Background: an optimization exercise with open tools, aiming at a short achievable clock period and few clock cycles per item. Do not read the settings as production practice. Only simulation tests tie the RTL to the original design; equivalence was not proved. Power figures rest on the tool's default switching activity, not on a simulated workload.

==> inputs of run C <==
## pll_ctrl
module pll_ctrl (
    input             clk,
    input             rst,           
    input             in_valid,
    output            in_ready,
    input      [63:0] in_word,
    output            out_valid,
    input             out_ready,
    output     [63:0] out_word,
    output            synth_valid,
    output     [31:0] synth_reg
);
clock: 20.0 ns
lec_check: 0
cap_margin: 20
core_margin: 2
core_utilization: 40
place_density: 0.6
slew_margin: 20
run.sh (not shown) runs the stock make flow with config.mk's settings and CLKGATE_MAP_FILE= SYNTH_SCRIPT=/design/flow/synth_recipe.tcl, a recipe that flattens the netlist after the stock synthesis.
==> inputs of run Z, as changes to run C <==
Settings changed: ABC_CLOCK_PERIOD_IN_PS set to 2000.
==> summary of the runs <==
Run C finished with timing, DRC and antenna clean. Run Z produced a clean layout. Die area is the same in run Z and run C. Hold slack is the same in run C and run Z. Via count is the same in run Z and run C. Combinational power is about the same in run Z and run C. In count of clock-buffer cells in the layout, run Z and run C do not differ. Clock skew is the same in run Z and run C. In sequential power, run Z and run C hardly differ. Global-route usage is the same in run C and run Z. In routed wire length, run C and run Z do not differ. Area after synthesis is the same in run Z and run C.
Testbench counts of run C, summed over its fixed seeds: cycles 24,817, messages 24,000.
Testbench counts of run Z, summed over its fixed seeds: cycles 24,817, messages 24,000.

==> 09-23: inputs <==
Another version of the RTL of pll_ctrl (not shown whole).
## pll_ctrl
module pll_ctrl (
    input             clk,
    input             rst,           
    input             in_valid,
    output            in_ready,
    input      [63:0] in_word,
    output            out_valid,
    input             out_ready,
    output     [63:0] out_word,
    output            synth_valid,
    output     [31:0] synth_reg
);
Settings: LEC_CHECK=0, CAP_MARGIN=50, CORE_MARGIN=2, CORE_UTILIZATION=40, PLACE_DENSITY=0.6, SLEW_MARGIN=70, SYNTH_HIERARCHICAL=1, SYNTH_MINIMUM_KEEP_SIZE=0; clock period 20.0 ns.
==> 04-17: changes against 09-23 <==
==> flow/flow/run.sh (new file) <==
#!/bin/bash
# The standard layout, with the port buffers made of sky130_fd_sc_hd__buf_4
# instead of the delay buffer that buffer_ports picks by default.
set -euo pipefail
export BUFFER_PORTS_ARGS="-buffer_cell sky130_fd_sc_hd__buf_4"
bash standard.sh > standard.log 2>&1
==> flow/standard.sh (new file) <==
#!/bin/bash
# synth_recipe.tcl (not shown) runs the flow's synth.tcl, then flattens the netlist and writes it again
# the make line also repeats each setting of config.mk as NAME=value (left out here)
make -C /OpenROAD-flow-scripts/flow DESIGN_CONFIG=/design/flow/config.mk WORK_HOME=/design/flow/orfs CLKGATE_MAP_FILE= SYNTH_SCRIPT=/design/flow/synth_recipe.tcl "${@:-finish}"
- CORE_UTILIZATION: 40 -> 55
- PLACE_DENSITY: 0.6 -> 0.72
removed: flow/run.sh
==> qor summary <==
metric                                                           09-23       04-17
Status                                no timing/DRC/antenna violations  no timing/DRC/antenna violations
GR Layer Usage met2                                              50.5%       70.7%
Share of total power in sequential cells                         27.1%       26.9%
Met2 wire length                                             350000 um   355000 um
Number of buffer and inverter stages on the critical path            9           6
Clock latency on the worst-skew pair                            950 ps      980 ps
Startpoint of the lowest-slack hold path                   s0_stat[31]  s1_stat[8]
Worst setup skew after layout                                   109 ps      123 ps
Total CTS buffers                                                  179         177
GRT met1 Usage                                                   43.3%       56.9%
Register area                                               0.0366 mm2  0.0366 mm2
Combinational fraction of design power                           49.6%       50.1%
WP depth                                                            23          19
Beginning of the critical path                             in_word[15]  in_word[7]
Testbench counts of 09-23, summed over its fixed seeds: cycles 25,213, messages 24,000.
Testbench counts of 04-17, summed over its fixed seeds: cycles 25,213, messages 24,000.

==> 12-26: inputs <==
Another version of the RTL of pll_ctrl (not shown whole).
export LEC_CHECK = 0
export CAP_MARGIN = 50
export CORE_MARGIN = 2
export CORE_UTILIZATION = 40
export PLACE_DENSITY = 0.6
export SLEW_MARGIN = 70
export SYNTH_HIERARCHICAL = 1
export SYNTH_MINIMUM_KEEP_SIZE = 0
create_clock -name core_clock -period 20.0 [get_ports {clk}]
standard.sh (not shown) runs the stock make flow with config.mk's settings and CLKGATE_MAP_FILE= SYNTH_SCRIPT=/design/flow/synth_recipe.tcl, a recipe that flattens the netlist after the stock synthesis.
==> flow/flow/run.sh <==
#!/bin/bash
# The standard layout, with the port buffers made of sky130_fd_sc_hd__buf_4
# instead of the delay buffer that buffer_ports picks by default.
set -euo pipefail
export BUFFER_PORTS_ARGS="-buffer_cell sky130_fd_sc_hd__buf_4"
bash standard.sh > standard.log 2>&1
==> 05-02: changes against 12-26 <==
--- a/flow/design.v
+++ b/flow/design.v
@@ -293,31 +293,48 @@
         end
     end
     assign sw_rate = s0_rate & sup0;
     assign sw_sel  = acc & is_selsrc & (w_src != active_src);
     assign sw_los  = acc & is_los & (w_src == active_src) & (w_src != 2'd0);
     assign sw_any  = sw_rate | sw_sel | sw_los;
     wire prev_valid_nx = sw_any ? 1'b0 : (ev_prime ? 1'b1 : prev_valid);
     wire pend_nx       = sw_rate | s1_apply | s2_apply;    
-    wire [15:0] p_nx = rst ? 16'd0 : (ev_prime | ev_calc) ? cnt : prev_count;
-    wire [15:0] a_cu = rst ? 16'd0 : adder;
-    wire [16:0] dv_u;
-    wire [18:0] dv_ta, dv_tb, dv_tc;
-    wire [15:0] dv_k3, dv_k16;
-    pll_der u_der (.p(p_nx), .a(a_cu), .u(dv_u), .ta(dv_ta), .tb(dv_tb), .tc(dv_tc),
-                   .k3(dv_k3), .k16(dv_k16));
+    wire [15:0] a_nx = adder;
+    wire [15:0] p_kp = prev_count;
+    wire [16:0] dc_u,  dh_u;
+    wire [18:0] dc_ta, dc_tb, dc_tc, dh_ta, dh_tb, dh_tc;
+    wire [15:0] dc_k3, dc_k16, dh_k3, dh_k16;
+    pll_der u_der_c (.p(cnt),  .a(a_nx), .u(dc_u), .ta(dc_ta), .tb(dc_tb), .tc(dc_tc),
+                     .k3(dc_k3), .k16(dc_k16));
+    pll_der u_der_h (.p(p_kp), .a(a_nx), .u(dh_u), .ta(dh_ta), .tb(dh_tb), .tc(dh_tc),
+                     .k3(dh_k3), .k16(dh_k16));
+    wire        use_c  = ev_prime | ev_calc;
+    wire [16:0] dv_u   = use_c ? dc_u   : dh_u;
+    wire [18:0] dv_ta  = use_c ? dc_ta  : dh_ta;
+    wire [18:0] dv_tb  = use_c ? dc_tb  : dh_tb;
+    wire [18:0] dv_tc  = use_c ? dc_tc  : dh_tc;
+    wire [15:0] dv_k3  = use_c ? dc_k3  : dh_k3;
+    wire [15:0] dv_k16 = use_c ? dc_k16 : dh_k16;
     always @(posedge clk) begin
-        u_r   <= dv_u;
-        ms_th <= {dv_tc[15:0], dv_tb[15:0], dv_ta[15:0]};
-        ms_f  <= {dv_tc[18], ~dv_tc[18] & (dv_tc[17:16] != 2'd0),
-                  dv_tb[18], ~dv_tb[18] & (dv_tb[17:16] != 2'd0),
-                  dv_ta[18], ~dv_ta[18] & (dv_ta[17:16] != 2'd0)};
-        k3    <= dv_k3;
-        k16   <= dv_k16;
+        if (rst) begin
+            u_r   <= 17'd0;
+            ms_th <= {16'h8000, 16'h8000, 16'h8000};    
+            ms_f  <= 6'b10_10_00;
+            k3    <= 16'd3;
+            k16   <= 16'd16;
+        end else begin
+            u_r   <= dv_u;
+            ms_th <= {dv_tc[15:0], dv_tb[15:0], dv_ta[15:0]};
+            ms_f  <= {dv_tc[18], ~dv_tc[18] & (dv_tc[17:16] != 2'd0),
+                      dv_tb[18], ~dv_tb[18] & (dv_tb[17:16] != 2'd0),
+                      dv_ta[18], ~dv_ta[18] & (dv_ta[17:16] != 2'd0)};
+            k3    <= dv_k3;
+            k16   <= dv_k16;
+        end
     end
     always @(posedge clk) begin
         if (rst)
             in_ready_r <= 1'b1;
         else
             in_ready_r <= ~rate_req & ~(pend_nx & prev_valid_nx) & (n_ans <= 4'd7);
     end
     always @(posedge clk) begin
@@ -436,51 +453,51 @@
     output [31:0]  th_v,      
     output [63:0]  i_lo,      
     output [63:0]  i_h0,      
     output [63:0]  i_h1,      
     output [11:0]  i_c0,      
     output [11:0]  i_c1,      
     output [35:0]  fr         
 );
-    function [39:0] ks(input [39:0] a, input [39:0] b);    
-        reg [39:0] g, p, gg, pp;
+    function [35:0] ks(input [35:0] a, input [35:0] b);    
+        reg [35:0] g, p, gg, pp;
         integer l, i;
         begin
             g = a & b; p = a ^ b; gg = g; pp = p;
-            for (l = 1; l < 40; l = l * 2)
-                for (i = 39; i >= l; i = i - 1) begin
+            for (l = 1; l < 36; l = l * 2)
+                for (i = 35; i >= l; i = i - 1) begin
                     gg[i] = gg[i] | (pp[i] & gg[i-l]);
                     pp[i] = pp[i] & pp[i-l];
                 end
-            ks = p ^ {gg[38:0], 1'b0};
+            ks = p ^ {gg[34:0], 1'b0};
         end
     endfunction
-    function [79:0] csa(input [39:0] a, input [39:0] b, input [39:0] c);
+    function [71:0] csa(input [35:0] a, input [35:0] b, input [35:0] c);
         csa = {((a & b) | (a & c) | (b & c)) << 1, a ^ b ^ c};
     endfunction
-    wire [39:0] ix  = {{8{integ[31]}}, integ};
-    wire [39:0] nu  = ~{23'd0, u};
-    wire [39:0] nu8 = ~{20'd0, u, 3'd0};
-    wire [79:0] r1  = csa(ix, nu, nu8);
+    wire [35:0] ix  = {{4{integ[31]}}, integ};
+    wire [35:0] nu  = ~{19'd0, u};
+    wire [35:0] nu8 = ~{16'd0, u, 3'd0};
+    wire [71:0] r1  = csa(ix, nu, nu8);
     genvar m, j;
     generate
         for (m = -1; m <= 2; m = m + 1) begin : g_m
             for (j = -3; j <= 4; j = j + 1) begin : g_j
                 localparam integer IDX = (m + 1) * 8 + j + 3;
-                wire [39:0] k  = 2 + 589824 * m - 16 * j;
-                wire [79:0] r2 = csa(r1[39:0], r1[79:40], k);
-                wire [39:0] wv = ks(r2[39:0], r2[79:40]);
+                wire [35:0] k  = 2 + 589824 * m - 16 * j;
+                wire [71:0] r2 = csa(r1[35:0], r1[71:36], k);
+                wire [35:0] wv = ks(r2[35:0], r2[71:36]);
                 assign th_lo[IDX*22 +: 22] = {2'b00, wv[19:0]};
-                assign th_f1[IDX] = ~wv[39];
-                assign th_v[IDX]  = &wv[39:20];
+                assign th_f1[IDX] = ~wv[35];
+                assign th_v[IDX]  = &wv[35:20];
             end
-            wire [39:0] kg = 1 + 65536 * m;
-            wire [79:0] q2 = csa(ix, nu, kg);
-            wire [39:0] g  = ks(q2[39:0], q2[79:40]);
+            wire [35:0] kg = 1 + 65536 * m;
+            wire [71:0] q2 = csa(ix, nu, kg);
+            wire [35:0] g  = ks(q2[35:0], q2[71:36]);
             wire [17:0] h0 = g[33:16];
             wire [17:0] h1 = g[33:16] + 18'd1;
             assign i_lo[(m+1)*16 +: 16] = g[15:0];
             assign i_h0[(m+1)*16 +: 16] = h0[15:0];
             assign i_h1[(m+1)*16 +: 16] = h1[15:0];
             assign i_c0[(m+1)*3 +: 3] = {~h0[17] & (h0[16] | h0[15]),
                                          h0[17] & ~(h0[16] & h0[15]),
                                          h0[17:15] == 3'b111 && h0[14:0] == 15'd0};
@@ -656,34 +673,41 @@
     input          c_calc,    
     output [3:0]   frac_nx,
     output [31:0]  integ_nx,
     output         e_small,
     output         e_big
 );
     localparam [31:0] I_MAX = 32'h7FFFFFFF;
     localparam [31:0] I_MIN = 32'h80000001;
-    wire [19:0] cx, co, ca;
-    pll_c9 u_c9 (.cnt(cnt), .x(cx), .o(co), .a(ca));
+    wire [19:0] cx [0:3];
+    wire [19:0] co [0:3];
+    wire [19:0] ca [0:3];
+    genvar r;
+    generate
+        for (r = 0; r < 4; r = r + 1) begin : g_c9
+            pll_c9 u_c9 (.cnt(cnt), .x(cx[r]), .o(co[r]), .a(ca[r]));
+        end
+    endgenerate
     wire [2:0] ge;
     genvar k;
     generate
         for (k = 0; k < 3; k = k + 1) begin : g_ms
             pll_ge16 u_ge (.a(cnt), .b(ms_th[k*16 +: 16]), .ge(ge[k]));
         end
     endgenerate
     wire le_m1 = ms_f[1] | (~ms_f[0] & ge[0]);    
     wire le_0  = ms_f[3] | (~ms_f[2] & ge[1]);    
     wire le_1  = ms_f[5] | (~ms_f[4] & ge[2]);    
     wire [3:0] sel = {~le_1, le_1 & ~le_0, le_0 & ~le_m1, le_m1};    
     wire [31:0] cy;
     wire [31:0] t;
     generate
         for (k = 0; k < 32; k = k + 1) begin : g_t
-            pll_cmp u_cmp (.lo(th_lo[k*22 +: 20]), .x(cx), .o(co), .a(ca), .c(cy[k]));
+            pll_cmp u_cmp (.lo(th_lo[k*22 +: 20]), .x(cx[k/8]), .o(co[k/8]), .a(ca[k/8]), .c(cy[k]));
             assign t[k] = th_f1[k] | (th_v[k] & cy[k]);
         end
     endgenerate
     wire [7:0] th = ({8{sel[0]}} & t[7:0])   | ({8{sel[1]}} & t[15:8]) |
                     ({8{sel[2]}} & t[23:16]) | ({8{sel[3]}} & t[31:24]);
     reg [3:0] fc;
     always @(*) begin
         if (first_update) begin
==> flow/run.sh (new file) <==
#!/bin/bash
# synth_recipe.tcl (not shown) runs the flow's synth.tcl, then flattens the netlist and writes it again
# the make line also repeats each setting of config.mk as NAME=value (left out here)
make -C /OpenROAD-flow-scripts/flow DESIGN_CONFIG=/design/flow/config.mk WORK_HOME=/design/flow/orfs CLKGATE_MAP_FILE= SYNTH_SCRIPT=/design/flow/synth_recipe.tcl finish
Settings changed: CORE_UTILIZATION 40 to 55, PLACE_DENSITY 0.6 to 0.72.
removed: flow/flow/run.sh
removed: flow/standard.sh
==> results.txt <==
	12-26	05-02
TritonRoute pass-1 iters	8	9
Post-layout minimum cycle time	8.425 ns	8.600 ns
GR Util met3	0.05832	0.1149
Diode count	40	32
Number of antenna violations at the first check in global routing	77	66
Number of global-route vias before repair	160700	171800
Multi-input gate share of total cell area	0.6749	0.6882
Met2 capacity usage during global routing	0.5091	0.7178
Logic depth of the worst register-to-register path	31	30
Nets	24210	25110
Max stage delay on crit path	0.50 ns	0.56 ns
Result of the run	complete, no violations	complete, no violations
Share of total power in the clock network	0.234	0.229
Gr usage total	0.3321	0.4710
Hold Slack	0.2610 ns	0.3028 ns
Floorplan die width	677.1 um	589.1 um
Startpoint of the worst setup timing path	s1_r[9]	u_r[3]
Post-placement setup slack	10.60 ns	10.63 ns
Number of clock buffer instances in the layout	246	214
Number of instances in the synthesized netlist	21560	22470
Worst reg2reg setup slack	11.58 ns	11.40 ns
Core region area	451800 um^2	340300 um^2
Testbench counts of 12-26, summed over its fixed seeds: cycles 25,213, messages 24,000.
Testbench counts of 05-02, summed over its fixed seeds: cycles 25,213, messages 24,000.

-- re-timing with driven ports --
How much do the figures lean on ideal ports? The routed layouts below were timed once more, with nothing changed but the port constraints. Step 1 (the two cells are an assumption about what drives the block):
set clk [get_ports {clk}]
set_driving_cell -lib_cell sky130_fd_sc_hd__clkbuf_16 $clk
set_driving_cell -lib_cell sky130_fd_sc_hd__buf_2 [delete_from_list [all_inputs] $clk]
Step 2 adds t to the input delays and takes it off the output delays; t is the mean of the earliest and latest rising clock arrival at the registers after step 1. Input paths then give back, and output paths get back, about the clock's delay inside the block. Slacks: ideal / step 1 / step 2; pairs: ideal / step 1.
| run | t, ns | setup slack, ns | pins driven straight from the clock port |
|---|---|---|---|
| run C | 0.772 | 1.232 / 1.232 / 1.232 | 1 |
| run Z | 0.772 | 1.232 / 1.232 / 1.232 | 1 |
| 09-23 | 1.006 | 11.433 / 11.508 / 10.502 | 1 |
| 04-17 | 1.030 | 11.581 / 11.598 / 10.654 | 1 |
| 12-26 | 1.029 | 11.575 / 11.575 / 10.617 | 1 |
| 05-02 | 1.030 | 11.400 / 11.400 / 10.472 | 1 |
After both steps every run listed still meets setup and hold. For 12-26, which loses most, drivers alone change the setup slack by 0.000 ns; drivers and shift together by -0.958 ns.
